Source: an optimization exercise on an open RTL-to-GDS flow (aim: a short achievable clock period and few clock cycles). Production flows keep margins and buffers that such runs may drop.
The RTL was checked by simulation tests, not by an equivalence proof against the original design.
Power and IR drop assume default switching activity.

==> flow/design.v (outline; a module is shown in full before it is edited, if it fits) <==
// module gcif_mixh: 9 lines
// module gcif_csm_c1: 311 lines
// module gcif_csm_c2: 322 lines
// module gcif_csm_c3: 316 lines
// module gcif_csm_c4: 362 lines
// module gcif_csm_c4i: 271 lines
// module gcif_br: 528 lines
module gcif_br #(
    parameter [31:0] HEAD_MAGIC = 32'h11223344,
    parameter [31:0] HEAD_SEED  = 32'h00000001,
    parameter [31:0] DATA_SEED  = 32'h00000002
) (
    input  wire        clk,
    input  wire        rst,
    input  wire        cmd_valid,
    output wire        cmd_ready,
    input  wire [39:0] cmd_data,
    output reg         rsp_valid,
    output reg  [39:0] rsp_data,
    output reg         mem_req,
    output wire [29:0] mem_addr,
    input  wire        mem_ready,
    input  wire [31:0] mem_rdata,
    output wire [31:0] tbl_id,
    output wire [15:0] tbl_code,
    input  wire [15:0] tbl_sym,
    input  wire [4:0]  tbl_len
);
  // ...
==> flow/flow/run.sh <==
#!/bin/bash
set -euo pipefail

PLATFORM_DONT_USE="sky130_fd_sc_hd__probe_p_8 sky130_fd_sc_hd__probec_p_8 sky130_fd_sc_hd__lpflow_bleeder_1 sky130_fd_sc_hd__lpflow_clkbufkapwr_1 sky130_fd_sc_hd__lpflow_clkbufkapwr_16 sky130_fd_sc_hd__lpflow_clkbufkapwr_2 sky130_fd_sc_hd__lpflow_clkbufkapwr_4 sky130_fd_sc_hd__lpflow_clkbufkapwr_8 sky130_fd_sc_hd__lpflow_clkinvkapwr_1 sky130_fd_sc_hd__lpflow_clkinvkapwr_16 sky130_fd_sc_hd__lpflow_clkinvkapwr_2 sky130_fd_sc_hd__lpflow_clkinvkapwr_4 sky130_fd_sc_hd__lpflow_clkinvkapwr_8 sky130_fd_sc_hd__lpflow_decapkapwr_12 sky130_fd_sc_hd__lpflow_decapkapwr_3 sky130_fd_sc_hd__lpflow_decapkapwr_4 sky130_fd_sc_hd__lpflow_decapkapwr_6 sky130_fd_sc_hd__lpflow_decapkapwr_8 sky130_fd_sc_hd__lpflow_inputiso0n_1 sky130_fd_sc_hd__lpflow_inputiso0p_1 sky130_fd_sc_hd__lpflow_inputiso1n_1 sky130_fd_sc_hd__lpflow_inputiso1p_1 sky130_fd_sc_hd__lpflow_inputisolatch_1 sky130_fd_sc_hd__lpflow_isobufsrc_1 sky130_fd_sc_hd__lpflow_isobufsrc_16 sky130_fd_sc_hd__lpflow_isobufsrc_2 sky130_fd_sc_hd__lpflow_isobufsrc_4 sky130_fd_sc_hd__lpflow_isobufsrc_8 sky130_fd_sc_hd__lpflow_isobufsrckapwr_16 sky130_fd_sc_hd__lpflow_lsbuf_lh_hl_isowell_tap_1 sky130_fd_sc_hd__lpflow_lsbuf_lh_hl_isowell_tap_2 sky130_fd_sc_hd__lpflow_lsbuf_lh_hl_isowell_tap_4 sky130_fd_sc_hd__lpflow_lsbuf_lh_isowell_4 sky130_fd_sc_hd__lpflow_lsbuf_lh_isowell_tap_1 sky130_fd_sc_hd__lpflow_lsbuf_lh_isowell_tap_2 sky130_fd_sc_hd__lpflow_lsbuf_lh_isowell_tap_4"
DELAY_CELLS="sky130_fd_sc_hd__clkdlybuf4s15_1 sky130_fd_sc_hd__clkdlybuf4s15_2 sky130_fd_sc_hd__clkdlybuf4s18_1 sky130_fd_sc_hd__clkdlybuf4s18_2 sky130_fd_sc_hd__clkdlybuf4s25_1 sky130_fd_sc_hd__clkdlybuf4s25_2 sky130_fd_sc_hd__clkdlybuf4s50_1 sky130_fd_sc_hd__clkdlybuf4s50_2 sky130_fd_sc_hd__dlygate4sd1_1 sky130_fd_sc_hd__dlygate4sd2_1 sky130_fd_sc_hd__dlygate4sd3_1 sky130_fd_sc_hd__dlymetal6s2s_1 sky130_fd_sc_hd__dlymetal6s4s_1 sky130_fd_sc_hd__dlymetal6s6s_1"

bash standard.sh synth > synth.log 2>&1
bash standard.sh \
  DONT_USE_CELLS="$PLATFORM_DONT_USE $DELAY_CELLS" \
  BUFFER_PORTS_ARGS="-buffer_cell sky130_fd_sc_hd__buf_4" \
  finish > layout.log 2>&1
==> flow/standard.sh <==
#!/bin/bash
# synth_recipe.tcl (not shown) runs the flow's synth.tcl, then flattens the netlist and writes it again
# the make line also repeats each setting of config.mk as NAME=value (left out here)
make -C /OpenROAD-flow-scripts/flow DESIGN_CONFIG=/design/flow/config.mk WORK_HOME=/design/flow/orfs CLKGATE_MAP_FILE= SYNTH_SCRIPT=/design/flow/synth_recipe.tcl "${@:-finish}"
==> flow/config.mk <==
export PLATFORM = sky130hd
export DESIGN_NAME = gcif_br
export DESIGN_NICKNAME = gcif_br
export VERILOG_FILES = /design/flow/design.v
export SDC_FILE = /design/flow/constraint.sdc
export NUM_CORES = 4
export LEC_CHECK = 0
export CAP_MARGIN = 80
export CORE_MARGIN = 2
export CORE_UTILIZATION = 40
export SLEW_MARGIN = 80
==> flow/constraint.sdc <==
create_clock -name core_clock -period 20.0 [get_ports {clk}]
set_input_delay 4.0000 -clock core_clock [delete_from_list [all_inputs] [get_ports {clk}]]
set_output_delay 4.0000 -clock core_clock [all_outputs]
set_load 0.01 [all_outputs]
==> summary.txt, run 1 <==
* Synth Area in Compound Gates at 0.0987
* Post-Synthesis Cells at 9210
* Die height at 518 microns
* Largest net degree at the start of global routing at 38
* Biggest regs: kf (256), wf (256), sbq (64)
* Total chip power at 18100 uW
* Postcts setup bufs at 0
* Seq/total area at 0.353
* Seq power at 5070 uW
* Adder-cell share of the synthesized area at 0.187
* Post-route cell area at 0.131 sq mm
* Most common cell after layout, fill and taps aside: edfxtp_1
* Die Area at 0.268 sq mm
* Most frequent cells in the layout: edfxtp_1 (1013), inv_1 (1012), fa_1 (712)
* CP max stage cell: mux2_2
* Status: complete, no violations
* Mux contribution to synthesized area at 0.0812
* Final Util at 0.501
* TAP cells at 3515
* Clock net power at 3730 uW
* Share of total power in combinational logic at 0.514
* Slowest stage delay, CP at 0.35 ns
* Initial antenna violation count at 20
* Met3 wire length at 22800 microns
* Setup crit end: tc[5]
Testbench counts, summed over its fixed seeds: cycles 14,355.
==> module gcif_br, before the edit <==
module gcif_br #(
    parameter [31:0] HEAD_MAGIC = 32'h11223344,
    parameter [31:0] HEAD_SEED  = 32'h00000001,
    parameter [31:0] DATA_SEED  = 32'h00000002
) (
    input  wire        clk,
    input  wire        rst,
    input  wire        cmd_valid,
    output wire        cmd_ready,
    input  wire [39:0] cmd_data,
    output reg         rsp_valid,
    output reg  [39:0] rsp_data,
    output reg         mem_req,
    output wire [29:0] mem_addr,
    input  wire        mem_ready,
    input  wire [31:0] mem_rdata,
    output wire [31:0] tbl_id,
    output wire [15:0] tbl_code,
    input  wire [15:0] tbl_sym,
    input  wire [4:0]  tbl_len
);
    localparam [7:0] OP_INIT       = 8'h01;
    localparam [7:0] OP_PEEK       = 8'h02;
    localparam [7:0] OP_EAT        = 8'h03;
    localparam [7:0] OP_NEXTSYM    = 8'h04;
    localparam [7:0] OP_BODY_FINAL = 8'h05;
    localparam [7:0] OP_GET_WIDTH  = 8'h10;
    localparam [7:0] OP_GET_HEIGHT = 8'h11;
    localparam [7:0] OP_GET_EOF    = 8'h12;
    localparam [7:0] OP_GET_DHASH  = 8'h13;
    localparam [7:0] OP_GET_HHASH  = 8'h14;
    localparam [7:0] OP_GET_WCOUNT = 8'h15;
    localparam [7:0] OP_GET_MODE   = 8'h16;
    localparam [7:0] OP_GET_ERROR  = 8'h17;
    localparam [1:0] MODE_UNINIT = 2'd0;
    localparam [1:0] MODE_READY  = 2'd1;
    localparam [1:0] MODE_FAILED = 2'd2;
    localparam [7:0] ERR_BAD_HEADER = 8'd2;
    localparam integer WFMAX = 6;    
    localparam integer KFD   = 8;    
    localparam integer F_INIT = 0, F_PEEK = 1, F_EAT = 2, F_NSYM = 3, F_BF = 4,
                       F_STRM = 5, F_TWS = 6;
    function [6:0] dec;
        input [39:0] c;
        begin
            dec = 7'd0;
            dec[F_INIT] = (c[39:32] == OP_INIT);
            dec[F_PEEK] = (c[39:32] == OP_PEEK);
            dec[F_EAT]  = (c[39:32] == OP_EAT);
            dec[F_NSYM] = (c[39:32] == OP_NEXTSYM);
            dec[F_BF]   = (c[39:32] == OP_BODY_FINAL);
            dec[F_STRM] = (c[39:32] == OP_PEEK) | (c[39:32] == OP_EAT) |
                          (c[39:32] == OP_NEXTSYM);
            dec[F_TWS]  = (c[31:4] == 28'd0);         
        end
    endfunction
    function [31:0] xs16;
        input [31:0] x;
        xs16 = x ^ (x >> 16);
    endfunction
    function [31:0] xs13;
        input [31:0] x;
        xs13 = x ^ (x >> 13);
    endfunction
    function [31:0] xs13inv;
        input [31:0] y;
        xs13inv = y ^ (y >> 13) ^ (y >> 26);
    endfunction
    function cs_eq;
        input [31:0] a, b, r;
        reg [31:0] s, c;
        begin
            s = a ^ b ^ r;
            c = (a & b) | ((a | b) & ~r);
            cs_eq = (s == {c[30:0], 1'b0});
        end
    endfunction
    reg        rst_r;         
    reg        e_v, s_v;
    reg [39:0] e_cmd, s_cmd;
    reg [6:0]  e_fl, s_fl;
    reg        e_rs;          
    reg        cmd_ready_r;
    reg [31:0] tid;           
    reg [1:0]  mode;
    reg [7:0]  last_err;
    reg [5:0]  bl;            
    reg [5:0]  ll;            
    reg [29:0] words_left;
    reg [29:0] word_count;
    reg        eof;
    reg [31:0] bh;            
    reg [15:0] width;
    reg [15:0] height;
    reg [31:0] data_hash;
    reg [31:0] head_hash;
    reg [63:0] sbq;           
    reg [4:0]  cq;            
    reg [15:0] tc;            
    reg [6:0]  sv;            
    reg [29:0] app_rem;       
    reg        all_app;       
    reg [31:0] wf [0:7];
    reg [2:0]  wf_wp, wf_rp;
    reg [3:0]  wf_cnt;
    reg        fetch_en;
    reg [29:0] fetch_addr;
    reg [29:0] tw_r;          
    reg [2:0]  hdr_cnt;       
    reg        hdr_done;      
    reg [4:0]  kcred;         
    reg        rs_d;          
    reg        c_v,  ma_v,  m1_v,  ka_v,  k_v;
    reg [2:0]  c_t,  ma_t,  m1_t,  ka_t,  k_t;     
    reg [31:0] c_w,  ma_a,  ma_b,  m1,    ka_a,  ka_b,  kk;
    reg [31:0] kf [0:KFD-1];
    reg [2:0]  kf_wp, kf_rp;
    reg [3:0]  kf_cnt;
    reg [31:0] kx;            
    reg        kx_v;
    reg [5:0]  pend;          
    reg        magic_ok;
    reg [31:0] hw1, hw2, hw3;
    reg        hw3_v;
    reg [31:0] hh;
    reg        hh3_v;         
    reg        ist;           
    reg [29:0] init_wc;
    reg [31:0] r1_a, r1_b, r2;
    reg        r1_v, r2_v;
    reg        lhs_v;         
    reg        i_done, i_ok;
    reg [31:0] fx, f1_a, f1_b, f1, f2_a, f2_b;
    reg        fx_v, f1_v, fr_v, f2_v;
    reg        bst;           
    wire [63:0] sb    = sbq << cq;
    wire [7:0]  op  = e_cmd[39:32];
    wire [31:0] arg = e_cmd[31:0];
    wire [4:0]  n   = e_cmd[4:0];
    wire is_init = e_fl[F_INIT];
    wire is_peek = e_fl[F_PEEK];
    wire is_eat  = e_fl[F_EAT];
    wire is_nsym = e_fl[F_NSYM];
    wire is_bf   = e_fl[F_BF];
    wire is_strm = e_fl[F_STRM];
    wire tw_shrt = e_fl[F_TWS];
    wire mode_rdy   = (mode == MODE_READY);
    wire data_short = ~(sv[6] | sv[5] | sv[4]) & ~all_app;
    wire strm_wait  = mode_rdy & data_short;
    wire init_start = e_v & is_init & ~ist;
    wire init_done  = e_v & is_init & ist & i_done;
    wire bf_launch  = e_v & is_bf & ~bst & (pend == 6'd0);
    wire fire = e_v & (is_strm ? ~strm_wait :
                       is_init ? ((~ist & tw_shrt) | (ist & i_done)) :
                       is_bf   ? f2_v :
                                 1'b1);
    assign cmd_ready = cmd_ready_r;
    wire [6:0] dec_in  = dec(cmd_data);
    wire hs      = cmd_valid & cmd_ready_r;
    wire hs_init = hs & dec_in[F_INIT];
    wire e_take  = ~e_v | fire;
    wire restart = init_start;
    wire rs_go   = ~tw_shrt;
    wire [5:0] need   = is_nsym ? 6'd16 : {1'b0, n};
    wire       refill = (is_peek | is_nsym) & (bl < need);
    wire [6:0] tot    = {1'b0, bl} + {1'b0, ll};
    wire       br_a   = tot[6] | tot[5];
    wire       wl_nz  = (words_left != 30'd0);
    wire       pull   = fire & is_strm & refill & ~br_a & wl_nz;
    wire [5:0] bl1    = refill ? ((br_a | wl_nz) ? 6'd32 : tot[5:0]) : bl;
    wire [5:0] ll1    = refill ? (br_a ? tot[5:0] - 6'd32 : (wl_nz ? tot[5:0] : 6'd0)) : ll;
    wire       eof1   = refill & ~br_a & ~wl_nz & (tot == 7'd0);
    wire       strm_go = e_v & is_strm & ~strm_wait;
    wire       nsym_go = strm_go & is_nsym;
    wire [5:0] eat_amt = ({1'b0, n} < bl) ? {1'b0, n} : bl;
    wire [4:0] eat_c   = (strm_go & is_eat) ? eat_amt[4:0] : 5'd0;
    wire        app     = (sv <= 7'd32) & (wf_cnt != 4'd0);
    wire [31:0] wf_hd   = wf[wf_rp];
    wire [63:0] sb_a    = app ? (sb | ({wf_hd, 32'd0} >> sv)) : sb;
    wire [6:0]  sv_a    = app ? sv + 7'd32 : sv;
    wire [4:0]  cons    = nsym_go ? tbl_len : eat_c;
    wire [7:0]  sv_dn   = {1'b0, sv_a} - {3'b0, tbl_len};
    wire [7:0]  sv_de   = {1'b0, sv_a} - {3'b0, eat_c};
    wire [6:0]  sv_n    = nsym_go ? (sv_dn[7] ? 7'd0 : sv_dn[6:0])
                                  : (sv_de[7] ? 7'd0 : sv_de[6:0]);
    wire [6:0]  bl_dn   = {1'b0, bl1} - {2'b0, tbl_len};
    wire [5:0]  bl_nsym = bl_dn[6] ? 6'd0 : bl_dn[5:0];
    wire [31:0] sb_tn   = sb_a[63:32] << tbl_len;
    wire [31:0] sb_te   = sb_a[63:32] << eat_c;
    wire [15:0] tc_n    = nsym_go ? sb_tn[31:16] : sb_te[31:16];
    wire [15:0] peek_data = tc >> (5'd16 - n);           
    wire [31:0] ma_a_n, ma_b_n, ka_a_n, ka_b_n;
    gcif_csm_c1 u_m1 (.x(c_w), .a(ma_a_n), .b(ma_b_n));
    gcif_csm_c2 u_m2 (.x({m1[16:0], m1[31:17]}), .a(ka_a_n), .b(ka_b_n));
    wire [31:0] hh_y;
    gcif_mixh u_hmix (.h((k_t[1:0] == 2'd0) ? HEAD_SEED : hh), .k(kk), .y(hh_y));
    wire        hh_step = k_v & k_t[2] & (k_t[1:0] != 2'd3);
    wire        hh_last = hh_step & (k_t[1:0] == 2'd2);
    wire        kx_use  = kx_v & (pend != 6'd0);
    wire        kf_pop  = (~kx_v | kx_use) & (kf_cnt != 4'd0);
    wire [31:0] bh_y;
    gcif_mixh u_bmix (.h(bh), .k(kx), .y(bh_y));
    wire [31:0] f1_a_n, f1_b_n, f2_a_n, f2_b_n;
    gcif_csm_c3 u_f1 (.x(fx), .a(f1_a_n), .b(f1_b_n));
    gcif_csm_c4 u_f2 (.x(xs13(f1)), .a(f2_a_n), .b(f2_b_n));
    wire [31:0] fin_y = xs16(f2_a + f2_b);
    wire [31:0] r1_a_n, r1_b_n;
    gcif_csm_c4i u_r1 (.x(xs16(hw3)), .a(r1_a_n), .b(r1_b_n));
    wire acc = mem_req & mem_ready;
    assign mem_addr = fetch_addr;
    assign tbl_id   = tid;
    assign tbl_code = tc;
    wire [3:0] wfc_0   = wf_cnt - {3'd0, app};
    wire [4:0] kcr_0   = kcred - {4'd0, kx_use};
    wire       room_0  = (wfc_0 < WFMAX) & (kcr_0 < KFD);
    wire       room_1  = (wfc_0 < WFMAX - 1) & (kcr_0 < KFD - 1);
    wire       hdr_1   = hdr_done | (hdr_cnt == 3'd3);    
    wire       lt_0    = (fetch_addr < tw_r);
    wire       lt_1    = ({1'b0, fetch_addr} + 31'd1 < {1'b0, tw_r});
    wire       req_0   = fetch_en & lt_0 & (~hdr_done | room_0);
    wire       req_1   = fetch_en & lt_1 & (~hdr_1 | (hdr_done ? room_1 : room_0));
    wire       req_n   = acc ? req_1 : req_0;
    wire       acc_body = acc & hdr_done;
    wire       e_v_n  = e_take ? (s_v | hs) : 1'b1;
    wire [6:0] e_fl_n = e_take ? (s_v ? s_fl : dec_in) : e_fl;
    wire       s_v_n  = ~e_take & (s_v | hs);
    wire       e_rs_n = ~e_take & (e_rs | init_start);
    wire       dshort_n = (sv_a < 7'd32) & ~all_app;
    wire       hdr_ok_n = e_rs_n & ~restart & (hdr_done | (acc & (hdr_cnt == 3'd3)));
    wire       rdy_n  = ~s_v_n & ~(e_v_n & ((e_fl_n[F_STRM] & dshort_n) |
                                            (e_fl_n[F_INIT] & ~hdr_ok_n)));
    always @(posedge clk) begin
        rst_r <= rst;
        if (rst) begin
            cmd_ready_r <= 1'b0;
            rsp_valid   <= 1'b0;
            mem_req     <= 1'b0;
        end else if (rst_r) begin
            cmd_ready_r <= 1'b1;
            rsp_valid   <= 1'b0;
            mem_req     <= 1'b0;
        end else begin
            cmd_ready_r <= rdy_n;
            rsp_valid   <= fire;
            if (restart)
                mem_req <= rs_go;
            else if ((init_start & tw_shrt) | (init_done & ~i_ok))
                mem_req <= 1'b0;
            else
                mem_req <= req_n & ~hs_init;
        end
    end
    always @(posedge clk) begin
        if (e_take) begin
            e_cmd <= s_v ? s_cmd : cmd_data;
            e_fl  <= s_v ? s_fl  : dec_in;
        end
        if (~e_take & ~s_v) begin
            s_cmd <= cmd_data;
            s_fl  <= dec_in;
        end
        if (fire) begin
            if (is_init)
                rsp_data <= (~ist | ~i_ok) ? {ERR_BAD_HEADER, 32'd0} : 40'd0;
            else if (is_nsym)
                rsp_data <= {24'd0, tbl_sym};
            else if (is_peek)
                rsp_data <= {24'd0, peek_data};
            else if (is_bf)
                rsp_data <= {8'd0, fin_y};
            else begin
                case (op)
                    OP_GET_WIDTH:  rsp_data <= {24'd0, width};
                    OP_GET_HEIGHT: rsp_data <= {24'd0, height};
                    OP_GET_EOF:    rsp_data <= {39'd0, eof};
                    OP_GET_DHASH:  rsp_data <= {8'd0, data_hash};
                    OP_GET_HHASH:  rsp_data <= {8'd0, head_hash};
                    OP_GET_WCOUNT: rsp_data <= {10'd0, word_count};
                    OP_GET_MODE:   rsp_data <= {38'd0, mode};
                    OP_GET_ERROR:  rsp_data <= {32'd0, last_err};
                    default:       rsp_data <= 40'd0;
                endcase
            end
        end
        tc <= tc_n;
        wf[wf_wp] <= mem_rdata;
        c_w <= mem_rdata;
        ma_a <= ma_a_n;
        ma_b <= ma_b_n;
        m1   <= ma_a + ma_b;
        ka_a <= ka_a_n;
        ka_b <= ka_b_n;
        kk   <= ka_a + ka_b;
        if (k_v & ~k_t[2]) kf[kf_wp] <= kk;
        if (kf_pop) kx <= kf[kf_rp];
        if (c_v & c_t[2]) begin
            case (c_t[1:0])
                2'd0: magic_ok <= (c_w == HEAD_MAGIC);
                2'd1: hw1 <= c_w;
                2'd2: hw2 <= c_w;
                default: hw3 <= c_w;
            endcase
        end
        if (hh_step) hh <= hh_y;
        r1_a <= r1_a_n;
        r1_b <= r1_b_n;
        r2   <= xs13inv(r1_a + r1_b);
        if (ist & lhs_v & r2_v & ~i_done)
            i_ok <= magic_ok & cs_eq(f1_a, f1_b, r2);
        if (hh_last)
            fx <= xs16(hh_y ^ 32'd4);
        else if (bf_launch)
            fx <= xs16(bh ^ arg);
        if (fx_v) begin
            f1_a <= f1_a_n;
            f1_b <= f1_b_n;
        end
        if (f1_v) f1 <= f1_a + f1_b;
        if (fr_v) begin
            f2_a <= f2_a_n;
            f2_b <= f2_b_n;
        end
        if (init_start) init_wc <= arg[31:2] - 30'd4;
    end
    always @(posedge clk) begin
        if (rst_r) begin
            e_v         <= 1'b0;
            s_v         <= 1'b0;
            e_rs        <= 1'b0;
            tid         <= 32'd0;
            mode        <= MODE_UNINIT;
            last_err    <= 8'd0;
            bl          <= 6'd0;
            ll          <= 6'd0;
            words_left  <= 30'd0;
            word_count  <= 30'd0;
            eof         <= 1'b0;
            bh          <= 32'd0;
            width       <= 16'd0;
            height      <= 16'd0;
            data_hash   <= 32'd0;
            head_hash   <= 32'd0;
            sbq         <= 64'd0;
            cq          <= 5'd0;
            sv          <= 7'd0;
            app_rem     <= 30'd0;
            all_app     <= 1'b1;
            wf_wp       <= 3'd0;
            wf_rp       <= 3'd0;
            wf_cnt      <= 4'd0;
            fetch_en    <= 1'b0;
            fetch_addr  <= 30'd0;
            tw_r        <= 30'd0;
            hdr_cnt     <= 3'd4;
            hdr_done    <= 1'b1;
            kcred       <= 5'd0;
            rs_d        <= 1'b0;
            c_v         <= 1'b0;
            ma_v        <= 1'b0;
            m1_v        <= 1'b0;
            ka_v        <= 1'b0;
            k_v         <= 1'b0;
            kf_wp       <= 3'd0;
            kf_rp       <= 3'd0;
            kf_cnt      <= 4'd0;
            kx_v        <= 1'b0;
            pend        <= 6'd0;
            hw3_v       <= 1'b0;
            hh3_v       <= 1'b0;
            ist         <= 1'b0;
            r1_v        <= 1'b0;
            r2_v        <= 1'b0;
            lhs_v       <= 1'b0;
            i_done      <= 1'b0;
            fx_v        <= 1'b0;
            f1_v        <= 1'b0;
            fr_v        <= 1'b0;
            f2_v        <= 1'b0;
            bst         <= 1'b0;
        end else begin
            e_v  <= e_v_n;
            s_v  <= s_v_n;
            e_rs <= e_rs_n;
            if (e_take) tid <= s_v ? s_cmd[31:0] : cmd_data[31:0];
            if (strm_go) begin
                if (is_eat) begin
                    bl <= bl - eat_amt;
                end else begin
                    bl <= is_nsym ? bl_nsym : bl1;
                    ll <= ll1;
                    if (eof1) eof <= 1'b1;
                end
            end
            if (pull) words_left <= words_left - 30'd1;
            sbq <= sb_a;
            cq  <= cons;
            sv  <= sv_n;
            if (app) begin
                wf_rp   <= wf_rp + 3'd1;
                app_rem <= app_rem - 30'd1;
                all_app <= (app_rem == 30'd1);
            end
            if (acc_body) wf_wp <= wf_wp + 3'd1;
            wf_cnt <= wfc_0 + {3'd0, acc_body};
            kcred  <= kcr_0 + {4'd0, acc_body};
            if (acc) begin
                fetch_addr <= fetch_addr + 30'd1;
                if (~hdr_done) hdr_cnt <= hdr_cnt + 3'd1;
                if (hdr_cnt == 3'd3) hdr_done <= 1'b1;
            end
            if (hs_init) fetch_en <= 1'b0;
            c_v  <= acc & ~restart;
            c_t  <= {~hdr_done, hdr_cnt[1:0]};
            ma_v <= c_v;
            ma_t <= c_t;
            m1_v <= ma_v;
            m1_t <= ma_t;
            ka_v <= m1_v;
            ka_t <= m1_t;
            k_v  <= ka_v;
            k_t  <= ka_t;
            if (c_v & c_t[2] & (c_t[1:0] == 2'd3)) hw3_v <= 1'b1;
            hh3_v <= hh_last;
            if (k_v & ~k_t[2]) kf_wp <= kf_wp + 3'd1;
            kf_cnt <= kf_cnt + {3'd0, k_v & ~k_t[2]} - {3'd0, kf_pop};
            if (kf_pop) begin
                kf_rp <= kf_rp + 3'd1;
                kx_v  <= 1'b1;
            end else if (kx_use) begin
                kx_v  <= 1'b0;
            end
            if (kx_use) bh <= bh_y;
            pend <= pend + {5'd0, pull} - {5'd0, kx_use};
            r1_v <= hw3_v;
            r2_v <= r1_v;
            if (hh3_v) lhs_v <= 1'b1;
            if (ist & lhs_v & r2_v) i_done <= 1'b1;
            fx_v <= hh_last | bf_launch;
            f1_v <= fx_v & bst;
            fr_v <= f1_v;
            if (fr_v) f2_v <= 1'b1;
            if (bf_launch) bst <= 1'b1;
            if (fire & is_bf) begin
                bst  <= 1'b0;
                f2_v <= 1'b0;
            end
            if (init_start) begin
                mode       <= MODE_UNINIT;
                last_err   <= 8'd0;
                bl         <= 6'd0;
                ll         <= 6'd0;
                words_left <= 30'd0;
                word_count <= 30'd0;
                eof        <= 1'b0;
                bh         <= 32'd0;
                width      <= 16'd0;
                height     <= 16'd0;
                data_hash  <= 32'd0;
                head_hash  <= 32'd0;
                app_rem    <= arg[31:2] - 30'd4;
                all_app    <= (arg[31:2] == 30'd4);
                if (tw_shrt) begin
                    mode     <= MODE_FAILED;
                    last_err <= ERR_BAD_HEADER;
                    fetch_en <= 1'b0;
                    app_rem  <= 30'd0;
                    all_app  <= 1'b1;
                end else begin
                    ist <= 1'b1;
                end
            end
            if (init_done) begin
                ist    <= 1'b0;
                i_done <= 1'b0;
                lhs_v  <= 1'b0;
                if (i_ok) begin
                    mode       <= MODE_READY;
                    words_left <= init_wc;
                    word_count <= init_wc;
                    bh         <= DATA_SEED;
                    width      <= hw1[31:16];
                    height     <= hw1[15:0];
                    data_hash  <= hw2;
                    head_hash  <= hw3;
                end else begin
                    mode     <= MODE_FAILED;
                    last_err <= ERR_BAD_HEADER;
                    fetch_en <= 1'b0;
                end
            end
            rs_d <= restart;
            if (restart) begin
                fetch_addr <= 30'd0;
                tw_r       <= arg[31:2];
                hdr_cnt    <= 3'd0;
                hdr_done   <= 1'b0;
                fetch_en   <= rs_go;
            end
            if (rs_d) begin
                sbq    <= 64'd0;
                cq     <= 5'd0;
                sv     <= 7'd0;
                wf_wp  <= 3'd0;
                wf_rp  <= 3'd0;
                wf_cnt <= 4'd0;
                kcred  <= 5'd0;
                ma_v   <= 1'b0;
                m1_v   <= 1'b0;
                ka_v   <= 1'b0;
                k_v    <= 1'b0;
                kf_wp  <= 3'd0;
                kf_rp  <= 3'd0;
                kf_cnt <= 4'd0;
                kx_v   <= 1'b0;
                pend   <= 6'd0;
                hw3_v  <= 1'b0;
                hh3_v  <= 1'b0;
                r1_v   <= 1'b0;
                r2_v   <= 1'b0;
                lhs_v  <= 1'b0;
                i_done <= 1'b0;
                fx_v   <= 1'b0;
                f1_v   <= 1'b0;
                fr_v   <= 1'b0;
            end
        end
    end
endmodule
==> inputs of run 2 (changes only) <==
--- a/flow/design.v
+++ b/flow/design.v
@@ -1771,13 +1771,15 @@
     wire [6:0]  sv_a    = app ? sv + 7'd32 : sv;
     wire [4:0]  cons    = nsym_go ? tbl_len : eat_c;
-    wire [7:0]  sv_dn   = {1'b0, sv_a} - {3'b0, tbl_len};
     wire [7:0]  sv_de   = {1'b0, sv_a} - {3'b0, eat_c};
-    wire [6:0]  sv_n    = nsym_go ? (sv_dn[7] ? 7'd0 : sv_dn[6:0])
-                                  : (sv_de[7] ? 7'd0 : sv_de[6:0]);
-    wire [6:0]  bl_dn   = {1'b0, bl1} - {2'b0, tbl_len};
-    wire [5:0]  bl_nsym = bl_dn[6] ? 6'd0 : bl_dn[5:0];
-    wire [31:0] sb_tn   = sb_a[63:32] << tbl_len;
+    wire [6:0]  sv_e    = sv_de[7] ? 7'd0 : sv_de[6:0];
     wire [31:0] sb_te   = sb_a[63:32] << eat_c;
-    wire [15:0] tc_n    = nsym_go ? sb_tn[31:16] : sb_te[31:16];
+    wire [6:0]  sv_n;
+    wire [5:0]  bl_nsym;
+    wire [15:0] tc_n;
+    gcif_lensel u_lensel (
+        .len(tbl_len), .go(nsym_go),
+        .sv_a(sv_a), .sv_e(sv_e), .bl1(bl1), .top(sb_a[63:32]), .tc_e(sb_te[31:16]),
+        .sv_n(sv_n), .bl_n(bl_nsym), .tc_n(tc_n)
+    );
     wire [15:0] peek_data = tc >> (5'd16 - n);           
     wire [31:0] ma_a_n, ma_b_n, ka_a_n, ka_b_n;
@@ -2118,2 +2120,21 @@
     end
 endmodule
+module gcif_lensel (
+    input  wire [4:0]  len,      
+    input  wire        go,
+    input  wire [6:0]  sv_a,
+    input  wire [6:0]  sv_e,
+    input  wire [5:0]  bl1,
+    input  wire [31:0] top,
+    input  wire [15:0] tc_e,
+    output wire [6:0]  sv_n,
+    output wire [5:0]  bl_n,
+    output wire [15:0] tc_n
+);
+    wire [7:0]  sv_d = {1'b0, sv_a} - {3'b0, len};
+    wire [6:0]  bl_d = {1'b0, bl1} - {2'b0, len};
+    wire [31:0] sh   = top << len;
+    assign sv_n = go ? (sv_d[7] ? 7'd0 : sv_d[6:0]) : sv_e;
+    assign bl_n = bl_d[6] ? 6'd0 : bl_d[5:0];
+    assign tc_n = go ? sh[31:16] : tc_e;
+endmodule
--- a/flow/config.mk
+++ b/flow/config.mk
@@ -10,2 +10,4 @@
 export CORE_UTILIZATION = 40
 export SLEW_MARGIN = 80
+export SYNTH_HIERARCHICAL = 1
+export SYNTH_MINIMUM_KEEP_SIZE = 0
==> run 2 against run 1 <==
Register-to-register slack worse by 0.23 ns. Largest power group unchanged. Non-clock buffer count down 90. Final area up 3.7%. First-iteration DRC count up 0.11%.
==> summary.txt, run 2 <==
* Post-Synthesis Cells at 10100 (was 9210)
* H-tree depth at 4 (unchanged)
* CTS Buf Count at 205 (was 201)
* CP max stage cell: edfxtp_1 (was mux2_2)
* GR peak layer: met2 (unchanged)
* Biggest regs: kf (256), wf (256), sbq (64) (unchanged)
* Min-delay src: m1_t[2] (was ma_a[2])
* GRT Util Overall at 0.243 (was 0.251)
* Clock power frac at 0.201 (was 0.206)
* Most frequent cells in the layout: inv_1 (1070), edfxtp_1 (1036), fa_1 (720) (was edfxtp_1 (1013), inv_1 (1012), fa_1 (712))
* Worst Slack Setup Final at 14.37 ns (was 14.20 ns)
* Leakage at 0.0539 uW (was 0.0521 uW)
* # IOs at 218 (unchanged)
* Die height at 534 microns (was 518 microns)
* CTS Root Cell: clkbuf_16 (unchanged)
* Met1 Use GR at 0.334 (about the same)
* Post-DR wirelength/cell at 24.0 microns (was 24.5 microns)
* Top cells by area, synth: edfxtp_1 (28%), dfxtp_1 (14%), fa_1 (13%) (was edfxtp_1 (29%), dfxtp_1 (15%), fa_1 (14%))
* Largest net degree at the start of global routing at 58 (was 38)
* Initial antenna violation count at 16 (was 20)
* Synth warnings at 7 (was 1)
* Count of input and output buffers at 210 (unchanged)
* Worst skew pair latency at 0.93 ns (was 0.89 ns)
* Switching pwr at 8270 uW (was 7430 uW)
* Synthesis-stage register bit count at 1849 (was 1795)
* F_max at 0.178 GHz (was 0.172 GHz)
* Peak VDD IR at 0.000206 V (was 0.000175 V)
* Synth Area in Simple Gates at 0.0874 (was 0.0883)
* Share of total power in combinational logic at 0.535 (was 0.514)
* Met3 Use GR at 0.0314 (was 0.0372)
* EDFF count, synth at 1036 (was 1013)
* Largest family of logic cells by synthesized area: adder cells (unchanged)
* Leading area contributor after synthesis: edfxtp_1 (unchanged)
* Most common cell after layout, fill and taps aside: inv_1 (was edfxtp_1)
* Layout cells sized above 1 at 0.261 (was 0.280)
* XOR/XNOR share of the synthesized area at 0.0533 (was 0.0547)
* CP arrival at 1.63 ns (was 6.52 ns)
* WP buf/inv at 2 (was 4)
* Row Count at 194 (was 188)
* CTS tree: built (unchanged)
* Post-synthesis cell type count at 118 (was 103)
* Synth Area in Compound Gates at 0.107 (was 0.0987)
* Wirelength, routed at 353000 microns (was 343000 microns)
* Fin. max-slew vios at 0 (unchanged)
* Synth Flop Type: edfxtp_1 (unchanged)
* Status: complete, no violations (unchanged)
* DR pass1 iterations at 8 (was 9)
* Avg Cell Area, Syn at 11.1 sq um (was 11.5 sq um)
* Initial DRC count at 7020 (was 7012)
* Final setup fails at 0 (unchanged)
* Hold-fix buffers, CTS at 0 (unchanged)
* Final hold violation count at 0 (unchanged)
* Post-CTS Resized at 0 (unchanged)
* CP Cell Sequence: buf_4 > buf_4 (was buf_4 > nand2_1 > o311a_1 > nand2b_4 > buf_6 > buf_8 > buf_6 > mux2_2 > and3_1 > a221oi_1 > nand3_1 > mux2_2)
* Grt ovf at 0 (unchanged)
* Top-area cell type share of the netlist area at 0.276 (was 0.288)
* Max-Cap Viols at 0 (unchanged)
* RSZ-0062 raised after global routing: false (unchanged)
* R2R setup slack at 14.55 ns (was 14.78 ns)
* Via count at 80200 (was 76800)
* Netlist Area Pre-Place at 0.113 sq mm (was 0.106 sq mm)
* Storage element area at 0.0477 sq mm (was 0.0464 sq mm)
* Met2 Use GR at 0.392 (was 0.411)
* Switching share of total power at 0.420 (was 0.411)
* Hpwl dp at 281000 microns (was 276000 microns)
* Crit path top cell by count: buf_4
* Multi-input combinational cell area at 0.0637 sq mm (was 0.0607 sq mm)
* Synth-to-Final Area Change at 21.2% (was 24.4%)
* CTS clock-pin slew for the worst setup and hold paths at 0.06 ns (about the same)
* Most numerous cell in the Yosys netlist: inv_1 (unchanged)
* Mux contribution to synthesized area at 0.0741 (was 0.0812)
* First-pass GRT wire length at 528000 microns (was 510000 microns)
* Crit Path Max Fanout at 1 (was 13)
* Slowest stage delay, CP at 0.42 ns (was 0.35 ns)
* PD cells at 144 mW/mm^2 (was 138 mW/mm^2)
* Die Width at 534 microns (was 518 microns)
* Max Buffers Root-to-Sink at 4 (unchanged)
* CTS Sinks at 1849 (was 1795)
* Cell family with most CP delay: flip-flops (was multiplexers)
* Fillers at 24800 (was 22900)
* DR DRC count at 0 (unchanged)
* Post-synth ARST share at 0 (unchanged)
* Adder-cell share of the synthesized area at 0.181 (was 0.187)
* Final min period at 5.63 ns (was 5.80 ns)
* Sequential share of power at 0.264 (was 0.280)
* Placer Congestion at 0.951 (was 0.961)
* Postcts setup bufs at 0 (unchanged)
* Final clock skew at 0.0844 ns (was 0.0924 ns)
* Setup TNS at 0 ns (unchanged)
* Worst path required time at 16.00 ns (was 20.72 ns)
* Pre-CTS setup slack at 13.58 ns (was 13.40 ns)
* Synth cell count leaders: inv_1 (1147), edfxtp_1 (1036), dfxtp_1 (813) (was inv_1 (1082), edfxtp_1 (1013), dfxtp_1 (782))
* Die Area at 0.286 sq mm (was 0.268 sq mm)
* Initial core utilization at 0.402 (about the same)
* Final-stage net count at 12100 (was 11600)
* Setup crit start: rsp_data[12] (was tbl_len[0])
* Crit start category: register (was input pin)
* Register area share after synthesis at 0.421 (was 0.436)
* CP Capture Type: output pin (was register)
* Core area at 0.280 sq mm (was 0.263 sq mm)
* Period utilization at 0.282 (was 0.290)
* DR vias/cell at 5.44 (was 5.49)
* WS Path Type: register to output pin (was input pin to register)
* Int Pwr at 11400 uW (was 10700 uW)
* Number of global-route vias before repair at 81500 (was 78100)
* Hold crit path type: register to register (unchanged)
* Detail Route Antenna Nets at 0 (unchanged)
run 2: modules after synthesis (local to each module, per instance):
| module | cells | area [sq um] | flip-flops and latches | times used |
|---|---|---|---|---|
| gcif_br | 7285 | 85100 | 1849 | 1 |
| gcif_csm_c1 | 392 | 4170 | 0 | 1 |
| gcif_csm_c2 | 385 | 4240 | 0 | 1 |
| gcif_csm_c3 | 347 | 3720 | 0 | 1 |
| gcif_csm_c4 | 419 | 4450 | 0 | 1 |
| gcif_csm_c4i | 346 | 3680 | 0 | 1 |
| gcif_lensel | 297 | 2370 | 0 | 1 |
| gcif_mixh | 320 | 2380 | 0 | 2 |
run 2: path summary, 6_finish.rpt:
check                       to  cells after the start
hold / removal         ka_t[2]                      0
setup reg to reg        tc[15]                     24
setup / recovery  rsp_data[12]                      2
hold reg to reg        ka_t[2]                      0
run 2: logic make-up (layout without fill, tap and decap cells):
kind of cell	after synthesis	in the layout
muxes	600	600
xor gates and xnor gates	673	673
and+or+nand+nor	2122	2122
adders and majority gates	1195	1195
DFF	1849	1849
buffers and inverters	1859	2724
AOI/OAI and AO/OA	1804	1804
other	9	55
run 2: layout make-up:
type	instances	area share
Antenna cell	5	0.0000918
Tap cell	3724	0.0342
Clock buffer	285	0.0427
Sequential cell	1849	0.350
Clock inverter	99	0.00894
Multi-Input combinational cell	6444	0.467
Timing Repair Buffer	1184	0.0639
Inverter	1156	0.0328
run 2: power by group through the flow:
stage | Clock (uW) | Combinational [uW] | Sequential [uW]
finish | 3960 | 10500 | 5200
global route | 4170 | 11600 | 5240
CTS | 4030 | 10200 | 5190
detailed placement | 0 | 10100 | 5260
global placement | 0 | 8820 | 5260
floorplan | 0 | 7780 | 5000
run 2: worst reg2reg max path, stage by stage (launching register included):
cell      delay [ns]
dfxtp_4         0.41
buf_8           0.18
buf_6           0.18
buf_8           0.17
buf_8           0.22
buf_12          0.22
mux2i_1         0.25
a22oi_2         0.09
buf_2           0.16
buf_2           0.15
a21oi_1         0.23
nor4_4          0.07
buf_2           0.16
buf_2           0.15
a222oi_1        0.38
nand3_1         0.32
a221oi_2        0.34
buf_2           0.28
inv_1           0.19
mux4_1          0.51
nor2_1          0.10
nor2_1          0.06
a21oi_2         0.19
o22ai_1         0.09
a31o_1          0.20
run 2: metal layers:
layer	up-vias	wire [microns]	part of all wire
met2	2846	164000	0.46
met5	-	97	0.00027
met1	40500	152000	0.43
met4	14	15200	0.043
li1	36100	-	-
met3	676	21700	0.062
run 2: through the flow:
stage / utilization / cell area (sq um) / std cells / hold WS (ns) / total power (uW)
floorplan: - / 113000 / 10200 / 0.400 / 12800
detailed placement: 0.457 / 128000 / 14300 / 0.405 / 15400
CTS: 0.482 / 135000 / 14700 / 0.415 / 19400
global route: 0.487 / 136000 / 14700 / 0.429 / 21000
global placement: 0.414 / 116000 / 13500 / 0.402 / 14100
finish: 0.488 / 136000 / 14700 / 0.413 / 19700
Testbench counts of run 2, summed over its fixed seeds: cycles 14,355.
==> inputs of run 3 (changes only) <==
--- a/flow/design.v
+++ b/flow/design.v
@@ -1772,13 +1772,32 @@
     wire [4:0]  cons    = nsym_go ? tbl_len : eat_c;
     wire [7:0]  sv_de   = {1'b0, sv_a} - {3'b0, eat_c};
-    wire [6:0]  sv_e    = sv_de[7] ? 7'd0 : sv_de[6:0];
+    wire [6:0]  sv_e    = rs_d ? 7'd0 : (sv_de[7] ? 7'd0 : sv_de[6:0]);
     wire [31:0] sb_te   = sb_a[63:32] << eat_c;
+    wire [5:0]  bl_e    = init_start ? 6'd0 :
+                          ~strm_go   ? bl :
+                          is_eat     ? bl - eat_amt : bl1;
+    wire [16*7-1:0]  sv_cand;
+    wire [16*6-1:0]  bl_cand;
+    wire [16*16-1:0] tc_cand;
+    genvar g;
+    generate
+        for (g = 0; g < 16; g = g + 1) begin : g_len
+            wire [4:0]  k   = (g == 0) ? 5'd16 : g;
+            wire [7:0]  svd = {1'b0, sv_a} - {3'b0, k};
+            wire [6:0]  bld = {1'b0, bl1} - {2'b0, k};
+            wire [31:0] sh  = sb_a[63:32] << k;
+            assign sv_cand[g*7 +: 7]   = svd[7] ? 7'd0 : svd[6:0];
+            assign bl_cand[g*6 +: 6]   = bld[6] ? 6'd0 : bld[5:0];
+            assign tc_cand[g*16 +: 16] = sh[31:16];
+        end
+    endgenerate
     wire [6:0]  sv_n;
-    wire [5:0]  bl_nsym;
+    wire [5:0]  bl_n;
     wire [15:0] tc_n;
     gcif_lensel u_lensel (
         .len(tbl_len), .go(nsym_go),
-        .sv_a(sv_a), .sv_e(sv_e), .bl1(bl1), .top(sb_a[63:32]), .tc_e(sb_te[31:16]),
-        .sv_n(sv_n), .bl_n(bl_nsym), .tc_n(tc_n)
+        .sv_cand(sv_cand), .bl_cand(bl_cand), .tc_cand(tc_cand),
+        .sv_e(sv_e), .bl_e(bl_e), .tc_e(sb_te[31:16]),
+        .sv_n(sv_n), .bl_n(bl_n), .tc_n(tc_n)
     );
     wire [15:0] peek_data = tc >> (5'd16 - n);           
@@ -1813,34 +1832,29 @@
     wire       req_0   = fetch_en & lt_0 & (~hdr_done | room_0);
     wire       req_1   = fetch_en & lt_1 & (~hdr_1 | (hdr_done ? room_1 : room_0));
-    wire       req_n   = acc ? req_1 : req_0;
     wire       acc_body = acc & hdr_done;
     wire       e_v_n  = e_take ? (s_v | hs) : 1'b1;
-    wire [6:0] e_fl_n = e_take ? (s_v ? s_fl : dec_in) : e_fl;
     wire       s_v_n  = ~e_take & (s_v | hs);
     wire       e_rs_n = ~e_take & (e_rs | init_start);
     wire       dshort_n = (sv_a < 7'd32) & ~all_app;
-    wire       hdr_ok_n = e_rs_n & ~restart & (hdr_done | (acc & (hdr_cnt == 3'd3)));
-    wire       rdy_n  = ~s_v_n & ~(e_v_n & ((e_fl_n[F_STRM] & dshort_n) |
-                                            (e_fl_n[F_INIT] & ~hdr_ok_n)));
+    wire       hdr_ok_n = (e_rs | init_start) & ~restart & (hdr_done | (acc & (hdr_cnt == 3'd3)));
+    wire       rdy_a  = ~((s_fl[F_STRM] & dshort_n) | s_fl[F_INIT]);
+    wire       rdy_b  = ~((e_fl[F_STRM] & dshort_n) | (e_fl[F_INIT] & ~hdr_ok_n));
+    wire req_stop = restart ? ~rs_go : ((init_start & tw_shrt) | (init_done & ~i_ok));
+    wire mem_req_d, rdy_d;
+    gcif_reqsel u_reqsel (
+        .mem_ready(mem_ready), .cmd_valid(cmd_valid), .op(cmd_data[39:32]),
+        .mreq(mem_req), .rdy(cmd_ready_r), .req_1(req_1), .req_0(req_0),
+        .f1(restart & rs_go), .f0(rst | rst_r | req_stop), .d(mem_req_d)
+    );
+    gcif_rdysel u_rdysel (
+        .cmd_valid(cmd_valid), .op(cmd_data[39:32]), .rdy(cmd_ready_r),
+        .e_take(e_take), .s_v(s_v), .a(rdy_a), .b(rdy_b), .dsh(dshort_n),
+        .rst(rst), .rst_r(rst_r), .d(rdy_d)
+    );
     always @(posedge clk) begin
-        rst_r <= rst;
-        if (rst) begin
-            cmd_ready_r <= 1'b0;
-            rsp_valid   <= 1'b0;
-            mem_req     <= 1'b0;
-        end else if (rst_r) begin
-            cmd_ready_r <= 1'b1;
-            rsp_valid   <= 1'b0;
-            mem_req     <= 1'b0;
-        end else begin
-            cmd_ready_r <= rdy_n;
-            rsp_valid   <= fire;
-            if (restart)
-                mem_req <= rs_go;
-            else if ((init_start & tw_shrt) | (init_done & ~i_ok))
-                mem_req <= 1'b0;
-            else
-                mem_req <= req_n & ~hs_init;
-        end
+        rst_r       <= rst;
+        cmd_ready_r <= rdy_d;
+        mem_req     <= mem_req_d;
+        rsp_valid   <= ~rst & ~rst_r & fire;
     end
     always @(posedge clk) begin
@@ -1976,12 +1990,8 @@
             e_rs <= e_rs_n;
             if (e_take) tid <= s_v ? s_cmd[31:0] : cmd_data[31:0];
-            if (strm_go) begin
-                if (is_eat) begin
-                    bl <= bl - eat_amt;
-                end else begin
-                    bl <= is_nsym ? bl_nsym : bl1;
-                    ll <= ll1;
-                    if (eof1) eof <= 1'b1;
-                end
+            bl <= bl_n;
+            if (strm_go & ~is_eat) begin
+                ll <= ll1;
+                if (eof1) eof <= 1'b1;
             end
             if (pull) words_left <= words_left - 30'd1;
@@ -2041,5 +2051,4 @@
                 mode       <= MODE_UNINIT;
                 last_err   <= 8'd0;
-                bl         <= 6'd0;
                 ll         <= 6'd0;
                 words_left <= 30'd0;
@@ -2093,5 +2102,4 @@
                 sbq    <= 64'd0;
                 cq     <= 5'd0;
-                sv     <= 7'd0;
                 wf_wp  <= 3'd0;
                 wf_rp  <= 3'd0;
@@ -2121,20 +2129,54 @@
 endmodule
 module gcif_lensel (
-    input  wire [4:0]  len,      
-    input  wire        go,
-    input  wire [6:0]  sv_a,
-    input  wire [6:0]  sv_e,
-    input  wire [5:0]  bl1,
-    input  wire [31:0] top,
-    input  wire [15:0] tc_e,
-    output wire [6:0]  sv_n,
-    output wire [5:0]  bl_n,
-    output wire [15:0] tc_n
+    input  wire [4:0]   len,
+    input  wire         go,
+    input  wire [111:0] sv_cand,
+    input  wire [95:0]  bl_cand,
+    input  wire [255:0] tc_cand,
+    input  wire [6:0]   sv_e,
+    input  wire [5:0]   bl_e,
+    input  wire [15:0]  tc_e,
+    output wire [6:0]   sv_n,
+    output wire [5:0]   bl_n,
+    output wire [15:0]  tc_n
+);
+    wire [3:0] k = len[3:0];
+    assign sv_n = go ? sv_cand[k*7 +: 7]   : sv_e;
+    assign bl_n = go ? bl_cand[k*6 +: 6]   : bl_e;
+    assign tc_n = go ? tc_cand[k*16 +: 16] : tc_e;
+endmodule
+module gcif_reqsel (
+    input  wire       mem_ready,
+    input  wire       cmd_valid,
+    input  wire [7:0] op,
+    input  wire       mreq,
+    input  wire       rdy,
+    input  wire       req_1,
+    input  wire       req_0,
+    input  wire       f1,
+    input  wire       f0,
+    output wire       d
+);
+    wire kill = cmd_valid & rdy & (op == 8'h01);
+    assign d = ~f0 & (f1 | (((mreq & mem_ready) ? req_1 : req_0) & ~kill));
+endmodule
+module gcif_rdysel (
+    input  wire       cmd_valid,
+    input  wire [7:0] op,
+    input  wire       rdy,
+    input  wire       e_take,
+    input  wire       s_v,
+    input  wire       a,
+    input  wire       b,
+    input  wire       dsh,
+    input  wire       rst,
+    input  wire       rst_r,
+    output wire       d
 );
-    wire [7:0]  sv_d = {1'b0, sv_a} - {3'b0, len};
-    wire [6:0]  bl_d = {1'b0, bl1} - {2'b0, len};
-    wire [31:0] sh   = top << len;
-    assign sv_n = go ? (sv_d[7] ? 7'd0 : sv_d[6:0]) : sv_e;
-    assign bl_n = bl_d[6] ? 6'd0 : bl_d[5:0];
-    assign tc_n = go ? sh[31:16] : tc_e;
+    wire hs      = cmd_valid & rdy;
+    wire init_in = (op == 8'h01);
+    wire strm_in = (op == 8'h02) | (op == 8'h03) | (op == 8'h04);
+    wire nxt     = e_take ? (s_v ? a : ~(hs & ((strm_in & dsh) | init_in)))
+                          : (~s_v & ~hs & b);
+    assign d = ~rst & (rst_r | nxt);
 endmodule
==> run 3 against run 2 <==
Still clean on timing, DRC and antenna. Cell count is 1.6% higher. Fmax fell by 1.2%. Combinational power up 9%. First-iteration DRC count grew 8.9%. Register-to-register slack improved by 0.02 ns. Flip-flop and latch count did not move. Worst setup slack worse by 0.070 ns. Core utilization decreased by 0.14 points. Routed wire length increased by 3.0%. Synthesized cell count rose by 2.4%. Hold slack got worse by 0.043 ns. Largest cell class unchanged.
==> summary.txt, run 3 <==
* Grt ovf at 0 (unchanged)
* GRT Util Overall at 0.244 (was 0.243)
* CTS tree: built (unchanged)
* Reg2reg end: tc[12] (was tc[15])
* Detail Route Antenna Nets at 0 (unchanged)
* Most common cell after layout, fill and taps aside: inv_1 (unchanged)
* Synth Flop Type: edfxtp_1 (unchanged)
* Number of global-route vias before repair at 83900 (was 81500)
* Final setup fails at 0 (unchanged)
* DR vias/cell at 5.50 (was 5.44)
* Placer Congestion at 0.944 (was 0.951)
* Crit Path Max Fanout at 1 (unchanged)
* Max Buffers Root-to-Sink at 4 (unchanged)
* Leakage at 0.0561 uW (was 0.0539 uW)
* F_max at 0.175 GHz (was 0.178 GHz)
* Initial core utilization at 0.403 (was 0.402)
* Worst skew pair latency at 0.97 ns (was 0.93 ns)
* Final Util at 0.486 (was 0.488)
* PD cells at 147 mW/mm^2 (was 144 mW/mm^2)
* Netlist Area Pre-Place at 0.116 sq mm (was 0.113 sq mm)
* Most numerous cell in the Yosys netlist: inv_1 (unchanged)
* Die Width at 543 microns (was 534 microns)
* Biggest regs: kf (256), wf (256), sbq (64) (unchanged)
* R2R cell count at 21 (was 24)
* Hold-fix buffers, CTS at 0 (unchanged)
* Final clock skew at 0.144 ns (was 0.0844 ns)
* CTS Root Cell: clkbuf_16 (unchanged)
* CTS Buf Count at 204 (was 205)
* Synth Area in Simple Gates at 0.0881 (was 0.0874)
* Die Area at 0.295 sq mm (was 0.286 sq mm)
* H-tree depth at 4 (unchanged)
* Share of total power in combinational logic at 0.553 (was 0.535)
* Largest net degree at the start of global routing at 43 (was 58)
* Int Pwr at 11900 uW (was 11400 uW)
* Postcts setup bufs at 0 (unchanged)
* CTS Sinks at 1849 (unchanged)
* Mux contribution to synthesized area at 0.0953 (was 0.0741)
* WHS Path Cells at 1 (was 0)
* CP max stage cell: edfxtp_1 (unchanged)
* Core area at 0.288 sq mm (was 0.280 sq mm)
* R2R setup slack at 14.57 ns (was 14.55 ns)
* EDFF count, synth at 1038 (was 1036)
* Final-stage net count at 12300 (was 12100)
* First-pass GRT wire length at 544000 microns (was 528000 microns)
* Status: complete, no violations (unchanged)
* Crit start category: register (unchanged)
* CP arrival at 1.70 ns (was 1.63 ns)
* Synthesis-stage register bit count at 1849 (unchanged)
* CP Capture Type: output pin (unchanged)
* Period utilization at 0.285 (was 0.282)
* Layout cells sized above 1 at 0.281 (was 0.261)
* Hpwl dp at 290000 microns (was 281000 microns)
* Final hold violation count at 0 (unchanged)
* Post-synthesis cell type count at 113 (was 118)
* Via count at 82400 (was 80200)
* Largest family of logic cells by synthesized area: adder cells (unchanged)
* Count of input and output buffers at 210 (unchanged)
* Post-synth ARST share at 0 (unchanged)
* Slowest stage delay, CP at 0.46 ns (was 0.42 ns)
* Min-delay src: r1_v (was m1_t[2])
* Sequential share of power at 0.251 (was 0.264)
* CTS clock-pin slew for the worst setup and hold paths at 0.06 ns (about the same)
* Die height at 543 microns (was 534 microns)
* Crit path top cell by count: buf_4 (unchanged)
* Switching share of total power at 0.424 (was 0.420)
* WS Path Type: register to output pin (unchanged)
* Register area share after synthesis at 0.408 (was 0.421)
* Fin. max-slew vios at 0 (unchanged)
* WP buf/inv at 2 (unchanged)
* # IOs at 218 (unchanged)
* WHS Endpoint: r2_v (was ka_t[2])
* Fillers at 25200 (was 24800)
* Adder-cell share of the synthesized area at 0.178 (was 0.181)
* RSZ-0062 raised after global routing: false (unchanged)
* Initial DRC count at 7643 (was 7020)
* Wirelength, routed at 364000 microns (was 353000 microns)
* Synth warnings at 7 (unchanged)
* Post-DR wirelength/cell at 24.3 microns (was 24.0 microns)
* Hold crit path type: register to register (unchanged)
* Cell family with most CP delay: flip-flops (unchanged)
* Clock power frac at 0.196 (was 0.201)
* Max-Cap Viols at 0 (unchanged)
* Post-route cell area at 0.140 sq mm (was 0.136 sq mm)
* Row Count at 197 (was 194)
* Top cells by area, synth: edfxtp_1 (27%), dfxtp_1 (14%), fa_1 (13%) (was edfxtp_1 (28%), dfxtp_1 (14%), fa_1 (13%))
* Avg Cell Area, Syn at 11.2 sq um (was 11.1 sq um)
* Most frequent cells in the layout: inv_1 (1043), edfxtp_1 (1038), fa_1 (724) (was inv_1 (1070), edfxtp_1 (1036), fa_1 (720))
* DR DRC count at 0 (unchanged)
* Leading area contributor after synthesis: edfxtp_1 (unchanged)
* Synth-to-Final Area Change at 20.7% (was 21.2%)
* Synth cell count leaders: inv_1 (1141), edfxtp_1 (1038), nor2_1 (813) (was inv_1 (1147), edfxtp_1 (1036), dfxtp_1 (813))
* Post-Synthesis Cells at 10400 (was 10100)
* XOR/XNOR share of the synthesized area at 0.0555 (was 0.0533)
* DR pass1 iterations at 8 (unchanged)
* Worst path required time at 16.00 ns (about the same)
* CP Cell Sequence: buf_4 > buf_4 (unchanged)
* Final min period at 5.70 ns (was 5.63 ns)
* Synth Area in Compound Gates at 0.0999 (was 0.107)
* Initial antenna violation count at 21 (was 16)
* Cell area after placement at 0.131 sq mm (was 0.128 sq mm)
* Peak VDD IR at 0.000146 V (was 0.000206 V)
* Post-CTS Resized at 0 (unchanged)
* Setup TNS at 0 ns (unchanged)
* Switching pwr at 8770 uW (was 8270 uW)
* Top-area cell type share of the netlist area at 0.268 (was 0.276)
## run 3: worst max path at each step
| stage | start | end | slack, ns | cells after the start |
|---|---|---|---|---|
| 2_1_floorplan | sv[0] | sv[6] | 14.10 | 26 |
| 3_3_place_gp | tbl_len[2] | sv[1] | 12.89 | 6 |
| 3_5_place_dp | tbl_len[2] | bl[5] | 13.59 | 11 |
| 4_1_cts | rsp_data[30] | rsp_data[30] | 14.22 | 2 |
| 5_1_grt | rsp_data[30] | rsp_data[30] | 14.27 | 2 |
| 6_report | rsp_data[30] | rsp_data[30] | 14.30 | 2 |
## run 3: layout make-up
type | count | area [sq um] | area share
clock inverters | 112 | 1430 | 0.0102
diodes | 3 | 7.51 | 0.0000535
inverters | 1156 | 4470 | 0.0319
clock buffers | 270 | 5800 | 0.0414
flip-flops and latches | 1849 | 47700 | 0.340
well taps | 3781 | 4730 | 0.0337
repair buffers | 1165 | 8900 | 0.0635
multi-input cells | 6648 | 67100 | 0.479
## run 3: cell families (layout without fill, tap and decap cells)
| group | count (synthesis) | in the layout |
|---|---|---|
| AND/OR/NAND/NOR | 2250 | 2250 |
| buffers and inverters | 1897 | 2703 |
| flip-flops | 1849 | 1849 |
| AO/OA/AOI/OAI | 1725 | 1725 |
| adder cells (fa/ha/maj) | 1216 | 1216 |
| XOR/XNOR | 726 | 726 |
| multiplexers | 681 | 681 |
| other | 9 | 53 |
## run 3: modules after synthesis, one instance, submodules excluded
| module | cell area [sq um] | flip-flops and latches |
|---|---|---|
| gcif_csm_c4 | 4450 | 0 |
| gcif_csm_c1 | 4170 | 0 |
| gcif_csm_c2 | 4240 | 0 |
| gcif_mixh | 2380 | 0 |
| gcif_rdysel | 91.3 | 0 |
| gcif_br | 86900 | 1849 |
| gcif_csm_c4i | 3670 | 0 |
| gcif_lensel | 4080 | 0 |
| gcif_reqsel | 56.3 | 0 |
| gcif_csm_c3 | 3720 | 0 |
## run 3: power by group through the flow
stage | sequential, uW | combinational [uW] | clock [uW]
6_report | 5190 | 11400 | 4060
5_1_grt | 5230 | 12500 | 4260
4_1_cts | 5180 | 11000 | 4120
3_5_place_dp | 5250 | 10900 | 0
3_3_place_gp | 5250 | 9600 | 0
2_1_floorplan | 5000 | 8370 | 0
## run 3: per-stage QoR
| stage | hold WS (ns) | cells | worst slack [ns] | power [uW] |
|---|---|---|---|---|
| after floorplan | 0.400 | 10400 | 14.10 | 13400 |
| after global placement | 0.401 | 13800 | 12.89 | 14900 |
| after detailed placement | 0.405 | 14600 | 13.59 | 16200 |
| after CTS | 0.371 | 14900 | 14.22 | 20300 |
| after global routing | 0.377 | 15000 | 14.27 | 22000 |
| final | 0.371 | 15000 | 14.30 | 20700 |
## run 3: metal layers
layer / track usage / up-vias / share of wire
met4: 0.0897 / 22 / 0.041
met5: 0 / - / 0.00041
li1: - / 36900 / -
met3: 0.0386 / 691 / 0.067
met2: 0.402 / 3075 / 0.48
met1: 0.324 / 41700 / 0.41
Testbench counts of run 3, summed over its fixed seeds: cycles 14,355.

[afterwards: timing with drivers on the ports]
The flow's constraints put no driver on any port. The routed layouts listed below were extracted and timed again, unchanged, in two steps.
Step 1 (the two cells are an assumption about what drives the block):
set clk [get_ports {clk}]
set_driving_cell -lib_cell sky130_fd_sc_hd__clkbuf_16 $clk
set_driving_cell -lib_cell sky130_fd_sc_hd__buf_2 [delete_from_list [all_inputs] $clk]
Step 2, shift: input delay + t, output delay - t, t = (earliest + latest rising clock arrival at the registers) / 2. This alone moves slack from input paths to output paths.
Three values: ideal, step 1, step 2; two values: the first two.
run | t, ns | setup slack, ns | worst data-port slew with drivers (ns)
run 1 | 0.958 | 14.201 / 14.238 / 13.281 | 0.17
run 2 | 0.968 | 14.369 / 14.277 / 13.678 | 0.17
run 3 | 0.987 | 14.299 / 14.211 / 13.488 | 0.13
After both steps setup and hold are still met in every run listed. For run 1, which loses most, drivers alone change the setup slack by +0.037 ns; drivers and shift together by -0.920 ns.
